Background: an optimization exercise with open tools, aiming at small area, a short achievable clock period and few clock cycles. Do not read the settings as production practice. No activity file was given, so power comes from the tool's default toggle rates.

==> flow/design.v <==
module pwm_calc #(
    parameter [31:0] OSC_HZ     = 32'd10000000,
    parameter [15:0] PRESCALE   = 16'd16,
    parameter integer RES       = 8,
    parameter [15:0] FREQ_SCALE = 16'd100
) (
    input  wire        clk,
    input  wire        rst,
    input  wire        req_valid,
    input  wire        req_write,
    input  wire [7:0]  req_off,
    input  wire [31:0] req_data,
    output reg         resp_valid,
    output reg  [1:0]  resp_code,
    output reg  [31:0] resp_data
);
    localparam [63:0] N     = OSC_HZ * FREQ_SCALE;           
    localparam [63:0] DSC   = 4 * PRESCALE;                   
    localparam integer DW   = RES + 3;                        
    localparam [63:0] K     = (2 * N) / DSC;                  
    localparam [31:0] FMIN  = (N + (DSC << RES) - 1) / (DSC << RES);  
    localparam [31:0] FMAX  = N / DSC;                        
    localparam [31:0] T1    = K / 3;
    localparam [31:0] T2    = K / 5;
    localparam [31:0] T3    = K / 7;
    localparam [31:0] T4    = K / 9;
    localparam [31:0] T16   = K / 33;
    localparam integer FW   = 22;                             
    function automatic le_const(input [31:0] x, input [31:0] c);
        integer i;
        begin
            le_const = 1'b1;
            for (i = 0; i < 32; i = i + 1)
                le_const = c[i] ? (!x[i] || le_const) : (!x[i] && le_const);
        end
    endfunction
    localparam [1:0] RESP_OKAY   = 2'd0;
    localparam [1:0] RESP_CMDERR = 2'd1;
    localparam [1:0] RESP_BUSERR = 2'd2;
    localparam [1:0] ERR_NONE    = 2'd0;
    localparam [1:0] ERR_RANGE   = 2'd1;
    localparam [1:0] ERR_NOINIT  = 2'd2;
    localparam [1:0] ERR_BADPCT  = 2'd3;
    reg [RES-1:0] period;    
    reg [DW-1:0]  duty;      
    reg [1:0]     err;
    reg           init;
    reg           duty_cur;
    reg           dv_busy;   
    reg           dv_first;  
    reg [2:0]     dv_cnt;    
    reg [FW-1:0]  dv_rem;
    reg [FW-1:0]  dv_f;
    reg [1:0]     p_code;    
    reg           du_busy;   
    reg [2:0]     du_j;      
    reg           du_b;      
    reg           du_last;   
    reg [4:0]     du_r;      
    reg [2:0]     pct_a;     
    reg [4:0]     pct_c;     
    wire off_f   = (req_off == 8'h00);
    wire off_p   = (req_off == 8'h04);
    wire off_per = (req_off == 8'h08);
    wire off_dut = (req_off == 8'h0C) || (req_off == 8'h10) || (req_off == 8'h14);
    wire mapped  = (req_off[1:0] == 2'b00) && (req_off <= 8'h28);
    wire f_in_range = !le_const(req_data, FMIN - 1) && le_const(req_data, FMAX);
    wire pct_ok     = le_const(req_data, 32'd100);
    wire stall = req_write ? ((off_f && (dv_busy || du_busy)) ||
                              (off_p && (du_busy || (dv_busy && !dv_first))))
                           : ((off_per && dv_busy) || (off_dut && du_busy));
    reg [31:0] rd_data;
    always @(*) begin
        case (req_off)
            8'h08:   rd_data = {{(32-RES){1'b0}}, period};
            8'h0C:   rd_data = {{(32-DW){1'b0}}, duty};
            8'h10:   rd_data = {{(32-DW+2){1'b0}}, duty[DW-1:2]};
            8'h14:   rd_data = {30'd0, duty[1:0]};
            8'h18:   rd_data = {28'd0, duty_cur, init, err};
            8'h1C:   rd_data = OSC_HZ;
            8'h20:   rd_data = {16'd0, PRESCALE};
            8'h24:   rd_data = RES;
            8'h28:   rd_data = {16'd0, FREQ_SCALE};
            default: rd_data = 32'd0;
        endcase
    end
    always @(*) begin
        resp_valid = req_valid && !stall;
        resp_data  = req_write ? 32'd0 : rd_data;
        resp_code[1] = !mapped || (req_write && !off_f && !off_p);
        resp_code[0] = req_write && ((off_f && !f_in_range) ||
                                     (off_p && (!init || !pct_ok)));
    end
    wire accept = req_valid && !stall;
    wire do_f   = accept && req_write && off_f;
    wire do_p   = accept && req_write && off_p;
    wire ge1  = le_const(req_data, T1);
    wire ge2  = le_const(req_data, T2);
    wire ge3  = le_const(req_data, T3);
    wire ge4  = le_const(req_data, T4);
    wire ge16 = le_const(req_data, T16);
    wire [24:0] h_full = (K[24:0] - {3'b0, req_data[FW-1:0]}) >> 1;
    wire [FW:0]   dv_sh   = {dv_rem, period[RES-1]};
    wire [FW+1:0] dv_diff = {1'b0, dv_sh} - {2'b0, dv_f};
    wire          dv_fit  = !dv_diff[FW+1];
    wire [5:0] du_c12  = {1'b0, pct_c} + 6'd12;
    wire [6:0] du_c212 = {1'b0, pct_c, 1'b0} + 7'd12;
    wire [6:0] du_k    = du_last ? (du_b ? du_c212 : {1'b0, du_c12})
                                 : (du_b ? {2'b0, pct_c} : 7'd0);
    wire [3:0] du_a    = (du_last && du_b) ? {pct_a, 1'b0} :
                         (du_last || du_b) ? {1'b0, pct_a} : 4'd0;
    wire [6:0] du_t    = {1'b0, du_r, 1'b0} + du_k;            
    wire [2:0] du_q    = (du_t >= 7'd100) ? 3'd4 : (du_t >= 7'd75) ? 3'd3 :
                         (du_t >= 7'd50)  ? 3'd2 : (du_t >= 7'd25) ? 3'd1 : 3'd0;
    wire [6:0] du_rn   = du_t - du_q * 7'd25;
    wire [3:0] du_s    = du_a + {1'b0, du_q};                  
    wire [DW-1:0] du_qn = {duty[DW-2:0], 1'b0} + {{(DW-4){1'b0}}, du_s};
    wire [6:0] pct_in = req_data[6:0];
    wire [2:0] pa_in  = (pct_in >= 7'd100) ? 3'd4 : (pct_in >= 7'd75) ? 3'd3 :
                        (pct_in >= 7'd50)  ? 3'd2 : (pct_in >= 7'd25) ? 3'd1 : 3'd0;
    wire [4:0] pc_in  = pct_in - pa_in * 7'd25;
    wire [2:0] p_top  = (p_code == 2'd3) ? 3'd7 : (p_code == 2'd2) ? 3'd3 :
                        (p_code == 2'd1) ? 3'd1 : 3'd0;
    wire [2:0] b_idx  = du_busy ? du_j - 1'b1 : p_top;
    always @(posedge clk) begin
        if (dv_busy) begin
            dv_rem <= dv_fit ? dv_diff[FW-1:0] : dv_sh[FW-1:0];
            dv_cnt <= dv_cnt - 1'b1;
        end else begin
            dv_rem <= ge16 ? {{(FW-17){1'b0}}, h_full[24:8]} : {1'b0, h_full[24:4]};
            dv_cnt <= ge16 ? 3'd7 : 3'd3;
            dv_f   <= req_data[FW-1:0];
        end
        if (du_busy) begin
            du_r    <= du_rn[4:0];
            du_j    <= du_j - 1'b1;
            du_last <= (du_j == 3'd1);
        end else begin
            du_r  <= 5'd0;
            du_j  <= p_top;
            du_last <= (p_code == 2'd0);
            pct_a <= pa_in;
            pct_c <= pc_in;
        end
        du_b <= dv_busy ? dv_fit : period[b_idx];
    end
    always @(posedge clk) begin
        if (rst) begin
            period   <= {RES{1'b0}};
            duty     <= {DW{1'b0}};
            err      <= ERR_NONE;
            init     <= 1'b0;
            duty_cur <= 1'b0;
            dv_busy  <= 1'b0;
            dv_first <= 1'b0;
            du_busy  <= 1'b0;
        end else begin
            if (dv_busy) begin
                period   <= {period[RES-2:0], dv_fit};
                dv_first <= 1'b0;
                if (dv_cnt == 3'd0) dv_busy <= 1'b0;
            end
            if (du_busy) begin
                duty <= du_qn;
                if (du_last) du_busy <= 1'b0;
            end
            if (do_f) begin
                if (!f_in_range) begin
                    err <= ERR_RANGE;
                end else begin
                    err      <= ERR_NONE;
                    init     <= 1'b1;
                    duty_cur <= 1'b0;
                    if (!ge4) begin
                        period <= {{(RES-2){1'b0}}, ge2, ge1 ^ ge2 ^ ge3};
                        p_code <= {1'b0, ge2};
                    end else begin
                        period   <= ge16 ? h_full[7:0] : {h_full[3:0], 4'b0};
                        dv_busy  <= 1'b1;
                        dv_first <= 1'b1;
                        p_code   <= ge16 ? 2'd3 : 2'd2;
                    end
                end
            end
            if (do_p) begin
                if (!init) begin
                    err <= ERR_NOINIT;
                end else if (!pct_ok) begin
                    err <= ERR_BADPCT;
                end else begin
                    err      <= ERR_NONE;
                    duty_cur <= 1'b1;
                    du_busy  <= 1'b1;
                    duty     <= {DW{1'b0}};
                end
            end
        end
    end
endmodule
make LEC_CHECK=0 CAP_MARGIN=20 CORE_MARGIN=2 CORE_UTILIZATION=40 CTS_BUF_LIST='sky130_fd_sc_hd__clkbuf_4 sky130_fd_sc_hd__clkbuf_8' SETUP_SLACK_MARGIN=3.3 SLEW_MARGIN=20 finish   # period 8.0 ns
run.sh (not shown) runs the stock make flow with config.mk's settings and CLKGATE_MAP_FILE= SYNTH_SCRIPT=/design/flow/synth_recipe.tcl, a recipe that flattens the netlist after the stock synthesis.
Rerun with:
--- a/flow/design.v
+++ b/flow/design.v
@@ -57,8 +57,7 @@
     reg           du_b;      
     reg           du_last;   
     reg [4:0]     du_r;      
-    reg [2:0]     pct_a;     
-    reg [4:0]     pct_c;     
+    reg [6:0]     pct_r;     
     wire off_f   = (req_off == 8'h00);
     wire off_p   = (req_off == 8'h04);
     wire off_per = (req_off == 8'h08);
@@ -103,22 +102,20 @@
     wire [FW:0]   dv_sh   = {dv_rem, period[RES-1]};
     wire [FW+1:0] dv_diff = {1'b0, dv_sh} - {2'b0, dv_f};
     wire          dv_fit  = !dv_diff[FW+1];
-    wire [5:0] du_c12  = {1'b0, pct_c} + 6'd12;
-    wire [6:0] du_c212 = {1'b0, pct_c, 1'b0} + 7'd12;
-    wire [6:0] du_k    = du_last ? (du_b ? du_c212 : {1'b0, du_c12})
-                                 : (du_b ? {2'b0, pct_c} : 7'd0);
-    wire [3:0] du_a    = (du_last && du_b) ? {pct_a, 1'b0} :
-                         (du_last || du_b) ? {1'b0, pct_a} : 4'd0;
-    wire [6:0] du_t    = {1'b0, du_r, 1'b0} + du_k;            
-    wire [2:0] du_q    = (du_t >= 7'd100) ? 3'd4 : (du_t >= 7'd75) ? 3'd3 :
-                         (du_t >= 7'd50)  ? 3'd2 : (du_t >= 7'd25) ? 3'd1 : 3'd0;
-    wire [6:0] du_rn   = du_t - du_q * 7'd25;
-    wire [3:0] du_s    = du_a + {1'b0, du_q};                  
-    wire [DW-1:0] du_qn = {duty[DW-2:0], 1'b0} + {{(DW-4){1'b0}}, du_s};
-    wire [6:0] pct_in = req_data[6:0];
-    wire [2:0] pa_in  = (pct_in >= 7'd100) ? 3'd4 : (pct_in >= 7'd75) ? 3'd3 :
-                        (pct_in >= 7'd50)  ? 3'd2 : (pct_in >= 7'd25) ? 3'd1 : 3'd0;
-    wire [4:0] pc_in  = pct_in - pa_in * 7'd25;
+    wire [7:0] du_p12  = {1'b0, pct_r} + 8'd12;
+    wire [7:0] du_2p12 = {pct_r, 1'b0} + 8'd12;
+    wire [7:0] du_k    = du_last ? (du_b ? du_2p12 : du_p12)
+                                 : (du_b ? {1'b0, pct_r} : 8'd0);
+    wire [8:0] du_t    = {3'b0, du_r, 1'b0} + {1'b0, du_k};    
+    reg  [3:0] du_q;
+    integer qi;
+    always @(*) begin
+        du_q = 4'd0;
+        for (qi = 1; qi <= 10; qi = qi + 1)
+            if (du_t >= qi * 25) du_q = qi;
+    end
+    wire [8:0] du_rn   = du_t - du_q * 9'd25;
+    wire [DW-1:0] du_qn = {duty[DW-2:0], 1'b0} + {{(DW-4){1'b0}}, du_q};
     wire [2:0] p_top  = (p_code == 2'd3) ? 3'd7 : (p_code == 2'd2) ? 3'd3 :
                         (p_code == 2'd1) ? 3'd1 : 3'd0;
     wire [2:0] b_idx  = du_busy ? du_j - 1'b1 : p_top;
@@ -139,8 +136,7 @@
             du_r  <= 5'd0;
             du_j  <= p_top;
             du_last <= (p_code == 2'd0);
-            pct_a <= pa_in;
-            pct_c <= pc_in;
+            pct_r <= req_data[6:0];
         end
         du_b <= dv_busy ? dv_fit : period[b_idx];
     end
What happened: Worst setup slack gets worse by 250 ps. Via count climbs slightly. Routed wire length climbs by a few percent. Combinational power drops by a quarter to a third. Synthesized cell count drops slightly. Design area climbs slightly. Area after synthesis drops by a few percent. Total power drops by a little under a tenth. Count of clock-buffer cells in the layout climbs by 1. Cell count hardly moves. Maximum frequency drops by a few percent. Worst hold slack gets worse by 6.6 ps.
Function was not checked in any run of this note: the RTL went through the layout flow alone.

==> what the ideal ports hide <==
Ports are ideal in the flow. The routed layouts listed here were re-timed in OpenROAD. Step 1, drivers: a clkbuf_16 drives clk and a buf_2 each remaining input, both assumed. Step 2, shift: input delay + t, output delay - t, t = (earliest + latest rising clock arrival at the registers) / 2. This alone moves slack from input paths to output paths. Slacks: no drivers / after step 1 / after step 2; pairs: no drivers / after step 1.
run	shift t [ns]	setup slack, ns	worst hold slack (ns)	slew at the worst register clock pin (ns)
the first run	0.422	3.049 / 3.018 / 3.018	0.394 / 0.394 / 0.394	0.09 / 0.09
the second run	0.422	2.794 / 2.794 / 2.794	0.388 / 0.388 / 0.388	0.10 / 0.10
After both steps setup and hold are still met in every run listed. The setup slack of the first run, which loses most, moves by -0.031 ns with the drivers and by -0.031 ns with both steps.
